Source: an optimization exercise on an open RTL-to-GDS flow (aim: small area). Production flows keep margins and buffers that such runs may drop. In this exercise RTL edits were held to simulation tests only and were not proved equivalent to the original. Power is estimated from default activity; no workload was simulated.

== v6 ==
==> flow/design.v <==
module cfc (
    input  wire        clk,
    input  wire        rst,             
    input  wire        tx_we,
    input  wire [3:0]  tx_waddr,
    input  wire [15:0] tx_wdata,
    input  wire        start,
    input  wire [3:0]  start_cnt_m1,    
    input  wire [15:0] start_timeout,   
    input  wire        line_in,
    output reg         line_out,
    input  wire        abort_ok,
    input  wire [5:0]  rx_raddr,
    output wire [15:0] rx_rdata,
    output wire        busy,
    output reg         done,
    output reg  [1:0]  outcome,         
    output reg  [5:0]  rx_len,
    output wire        halted,
    output reg  [15:0] perrcnt
);
    localparam [2:0] S_IDLE = 3'b000;
    localparam [2:0] S_ARM  = 3'b001;
    localparam [2:0] S_FLY  = 3'b011;
    localparam [2:0] S_TD   = 3'b010;
    localparam [2:0] S_HALT = 3'b100;
    localparam [1:0] TX_PRE  = 2'd0;    
    localparam [1:0] TX_WORD = 2'd1;
    localparam [1:0] TX_END  = 2'd2;    
    localparam [1:0] TX_OFF  = 2'd3;
    localparam [2:0] RX_QUIET = 3'd0;
    localparam [2:0] RX_ARM   = 3'd1;
    localparam [2:0] RX_HIGH  = 3'd2;
    localparam [2:0] RX_Z     = 3'd3;
    localparam [2:0] RX_P1    = 3'd4;
    localparam [2:0] RX_P2    = 3'd5;
    localparam [2:0] RX_P3    = 3'd6;
    localparam [2:0] RX_FRAME = 3'd7;
    reg [2:0]   st;
    wire idle   = (st == S_IDLE);
    wire armed  = (st == S_ARM);
    wire fly    = (st == S_FLY);
    wire td     = (st == S_TD);
    wire hlt    = st[2];
    assign busy   = st[0] | st[1];
    assign halted = hlt;
    reg [9:0]   txb [0:15];
    always @(posedge clk)
        if (!rst && !busy && tx_we)
            txb[tx_waddr] <= tx_wdata[9:0];
    reg [319:0] rxr;        
    reg [4:0]  rq;
    reg [9:0]  rxs_sr;      
    reg [9:0]  rxh;         
    reg [5:0]  rxwp;        
    reg        term;        
    reg        rxh_pend;
    wire [4:0] rxh_base = term ? rx_len[4:0] : rxwp[4:0];
    wire [4:0] rxh_at = rxh_base + rq;
    wire       rxh_go = rxh_pend && (rxh_at[3:0] == 4'd0);
    always @(posedge clk) begin
        rq <= (rst || armed) ? 5'd0 : rq + 5'd1;
        rxr[159:10]  <= rxr[149:0];
        rxr[319:170] <= rxr[309:160];
        rxr[9:0]     <= (rxh_go && !rxh_at[4]) ? rxh : rxr[319:310];
        rxr[169:160] <= (rxh_go &&  rxh_at[4]) ? rxh : rxr[159:150];
    end
    wire [4:0] rx_pos = rx_raddr[4:0] + rq;
    wire [9:0] rx_word_out = (rxh_pend && rx_raddr[4:0] + 5'd1 == rxh_base) ? rxh : rxr[rx_pos*10 +: 10];
    assign rx_rdata = {6'd0, rx_word_out};
    reg [11:0] tblk;       
    reg        tfrac;      
    wire poll      = fly && (rq[3:0] == 4'd0);
    wire t_expired = (tblk == 12'd0) && !tfrac;
    wire exit_done = poll && term;
    wire exit_to   = poll && !term && t_expired;
    wire run       = fly && !exit_done && !exit_to;
    reg [1:0] txs;
    reg [4:0] tp;
    reg [3:0] ti;
    reg [3:0] tcnt;
    wire [9:0] tw = txb[ti];
    wire [3:0] tq = tp[4:1];
    reg        tb_bit;
    always @* begin
        case (tq)
            4'd0:    tb_bit = 1'b1;
            4'd1:    tb_bit = tw[9];
            4'd2:    tb_bit = tw[8];
            4'd3:    tb_bit = tw[7];
            4'd4:    tb_bit = tw[6];
            4'd5:    tb_bit = tw[5];
            4'd6:    tb_bit = tw[4];
            4'd7:    tb_bit = tw[3];
            4'd8:    tb_bit = tw[2];
            4'd9:    tb_bit = tw[1];
            4'd10:   tb_bit = tw[0];
            default: tb_bit = ~^tw;
        endcase
    end
    reg tx_chip;
    always @* begin
        case (txs)
            TX_PRE:  tx_chip = (tp < 5'd19) ? ~tp[0] : (tp >= 5'd21);
            TX_WORD: tx_chip = tp[0] ? tb_bit : ~tb_bit;
            TX_END:  tx_chip = (tq == 4'd1);
            default: tx_chip = 1'b0;
        endcase
    end
    reg [2:0] rxs;
    reg [4:0] rc;          
    reg       rpar;        
    wire c       = line_in;
    wire rx_full = rxwp[5] & rxwp[0];       
    wire rc_last = (rc == 5'd23);
    always @(posedge clk) begin
        if (idle) begin
            tcnt  <= start_cnt_m1;
            tblk  <= start_timeout[15:4];
            tfrac <= |start_timeout[3:0];
        end
        if (poll && !exit_done && !exit_to) begin
            if (tblk != 12'd0)
                tblk <= tblk - 12'd1;
            else
                tfrac <= 1'b0;
        end
        if (armed) begin
            txs <= TX_PRE;
            tp  <= 5'd9;
            ti  <= 4'd0;
        end else if (run) begin
            if (tp == 5'd23) begin
                tp <= 5'd0;
                case (txs)
                    TX_PRE:  txs <= TX_WORD;
                    TX_WORD: if (ti == tcnt) txs <= TX_END; else ti <= ti + 4'd1;
                    default: txs <= TX_OFF;
                endcase
            end else begin
                tp <= tp + 5'd1;
            end
        end
        if (rxh_go)
            rxh_pend <= 1'b0;
        if (armed) begin
            rxs  <= RX_QUIET;
            rxwp <= 6'd0;
            term <= 1'b0;
            rxh_pend <= 1'b0;
        end else if (run) begin
            case (rxs)
                RX_QUIET: if (!c) rxs <= RX_ARM;
                RX_ARM:   if (c)  rxs <= RX_HIGH;
                RX_HIGH:  if (!c) rxs <= RX_Z;
                RX_Z:     rxs <= c ? RX_HIGH : RX_P1;
                RX_P1:    rxs <= c ? RX_P2 : RX_ARM;
                RX_P2:    rxs <= c ? RX_P3 : RX_Z;
                RX_P3: begin
                    rc <= 5'd0;
                    rxs <= c ? RX_FRAME : RX_Z;
                end
                default: begin
                    rc <= rc_last ? 5'd0 : rc + 5'd1;
                    if (rc == 5'd0) begin
                        rpar <= c;
                    end else if (rc == 5'd1) begin
                        rpar <= 1'b0;
                        if (rpar || !c) begin
                            rxs <= RX_QUIET;
                            if (!rx_full) begin
                                if (!term)
                                    rx_len <= rxwp;
                                term <= 1'b1;
                                rxwp <= rxwp + 6'd1;
                            end
                        end
                    end else if (rc[0]) begin
                        if (rc_last) begin
                            if (!rx_full) begin
                                rxwp <= rxwp + 6'd1;
                                if (!term && !rxwp[5]) begin
                                    rxh      <= rxs_sr;
                                    rxh_pend <= 1'b1;
                                end
                                if (c == rpar && perrcnt != 16'hFFFF)
                                    perrcnt <= perrcnt + 16'd1;
                            end
                        end else begin
                            rpar <= rpar ^ c;
                            rxs_sr <= {rxs_sr[8:0], c};
                        end
                    end
                end
            endcase
        end
        done     <= 1'b0;
        line_out <= run & tx_chip;
        case (st)
            S_IDLE: if (start) st <= S_ARM;
            S_ARM:  st <= S_FLY;
            S_FLY: begin
                if (exit_done || exit_to) begin
                    st      <= S_TD;
                    outcome <= {1'b0, exit_to};
                end
            end
            S_TD: begin
                if (abort_ok) begin
                    st   <= S_IDLE;
                    done <= 1'b1;
                end else if (rq[3]) begin    
                    st      <= S_HALT;
                    outcome <= 2'd2;
                    done    <= 1'b1;
                end
            end
            S_HALT: if (start) done <= 1'b1;
            default: st <= S_IDLE;
        endcase
        if (rst) begin
            st       <= S_IDLE;
            line_out <= 1'b0;
            done     <= 1'b0;
            outcome  <= 2'd0;
            rx_len   <= 6'd0;
            perrcnt  <= 16'd0;
        end
    end
endmodule
Settings: LEC_CHECK=0, CAP_MARGIN=20, CORE_MARGIN=2, CORE_UTILIZATION=40, SLEW_MARGIN=20; clock period 10.0 ns.
standard.sh (not shown) runs the stock make flow with config.mk's settings and CLKGATE_MAP_FILE= SYNTH_SCRIPT=/design/flow/synth_recipe.tcl, a recipe that flattens the netlist after the stock synthesis.
==> flow/flow/run.sh <==
#!/bin/bash
# Standard ORFS layout (the standard.sh, standard synthesis unchanged) with two changes:
# - ports are buffered with the smallest buffer, sky130_fd_sc_hd__buf_1;
# - clock tree built from clkbuf_8 in small clusters, without dummy loads.
set -euo pipefail
bash standard.sh finish \
  "BUFFER_PORTS_ARGS=-buffer_cell sky130_fd_sc_hd__buf_1" \
  "CTS_ARGS=-sink_clustering_enable -repair_clock_nets -buf_list sky130_fd_sc_hd__clkbuf_8 -sink_clustering_size 18 -sink_clustering_max_diameter 60 -dont_use_dummy_load" \
  > standard_flow.log 2>&1
### v6 -> v7
--- a/flow/design.v
+++ b/flow/design.v
@@ -56,24 +56,25 @@
     reg        term;        
     reg        rxh_pend;
     wire [4:0] rxh_base = term ? rx_len[4:0] : rxwp[4:0];
     wire [4:0] rxh_at = rxh_base + rq;
     wire       rxh_go = rxh_pend && (rxh_at[3:0] == 4'd0);
     always @(posedge clk) begin
-        rq <= (rst || armed) ? 5'd0 : rq + 5'd1;
+        rq <= rst ? 5'd0 : rq + 5'd1;
         rxr[159:10]  <= rxr[149:0];
         rxr[319:170] <= rxr[309:160];
         rxr[9:0]     <= (rxh_go && !rxh_at[4]) ? rxh : rxr[319:310];
         rxr[169:160] <= (rxh_go &&  rxh_at[4]) ? rxh : rxr[159:150];
     end
     wire [4:0] rx_pos = rx_raddr[4:0] + rq;
     wire [9:0] rx_word_out = (rxh_pend && rx_raddr[4:0] + 5'd1 == rxh_base) ? rxh : rxr[rx_pos*10 +: 10];
     assign rx_rdata = {6'd0, rx_word_out};
+    reg [3:0]  ph;         
     reg [11:0] tblk;       
     reg        tfrac;      
-    wire poll      = fly && (rq[3:0] == 4'd0);
+    wire poll      = fly && (ph == 4'd0);
     wire t_expired = (tblk == 12'd0) && !tfrac;
     wire exit_done = poll && term;
     wire exit_to   = poll && !term && t_expired;
     wire run       = fly && !exit_done && !exit_to;
     reg [1:0] txs;
     reg [4:0] tp;
@@ -116,12 +117,16 @@
     always @(posedge clk) begin
         if (idle) begin
             tcnt  <= start_cnt_m1;
             tblk  <= start_timeout[15:4];
             tfrac <= |start_timeout[3:0];
         end
+        if (armed)
+            ph <= 4'd0;
+        else if (run || (td && !abort_ok))
+            ph <= ph + 4'd1;
         if (poll && !exit_done && !exit_to) begin
             if (tblk != 12'd0)
                 tblk <= tblk - 12'd1;
             else
                 tfrac <= 1'b0;
         end
@@ -206,13 +211,13 @@
                 end
             end
             S_TD: begin
                 if (abort_ok) begin
                     st   <= S_IDLE;
                     done <= 1'b1;
-                end else if (rq[3]) begin    
+                end else if (ph[2:0] == 3'd7) begin
                     st      <= S_HALT;
                     outcome <= 2'd2;
                     done    <= 1'b1;
                 end
             end
             S_HALT: if (start) done <= 1'b1;
==> comparison <==
Taking v6 as the reference, in v7 non-clock buffer count in the final layout now smaller; maximum cell stage delay along the critical path lower; worst slew margin relative to its limit dropped 4.2 points; pin slew with the least headroom to its limit increased 0.062 ns. Taking v6 as the reference, in v7 fraction of synthesized area in multiplexers down 0.73 points, worst-path maximum fanout down about 18%, setup slack at placement flat. Clock network fraction of total power | v7 below v6.

[re-timing with driven ports]
The flow's constraints put no driver on any port. The routed layouts listed below were extracted and timed again, unchanged, in two steps. Step 1 sets driving cells, clkbuf_16 on the clock port and buf_2 on the other inputs (assumed; they add their load-dependent delay and slew). Step 2 moves the port delays by t, midway between the first and last clock arrival at a register: inputs arrive t later, outputs are due t later. That takes back most of the time a late clock gives input paths. a / b / c = no drivers / after step 1 / after step 2; a / b = the first two.
run | t (ns) | setup slack, ns | cell pins on the clock port's net
v6 | 0.641 | 2.446 / 2.410 / 2.410 | 1
v7 | 0.639 | 2.452 / 2.415 / 2.415 | 1
After both steps setup and hold are still met in every run listed. The setup slack of v7, which loses most, moves by -0.037 ns with the drivers and by -0.037 ns with both steps.
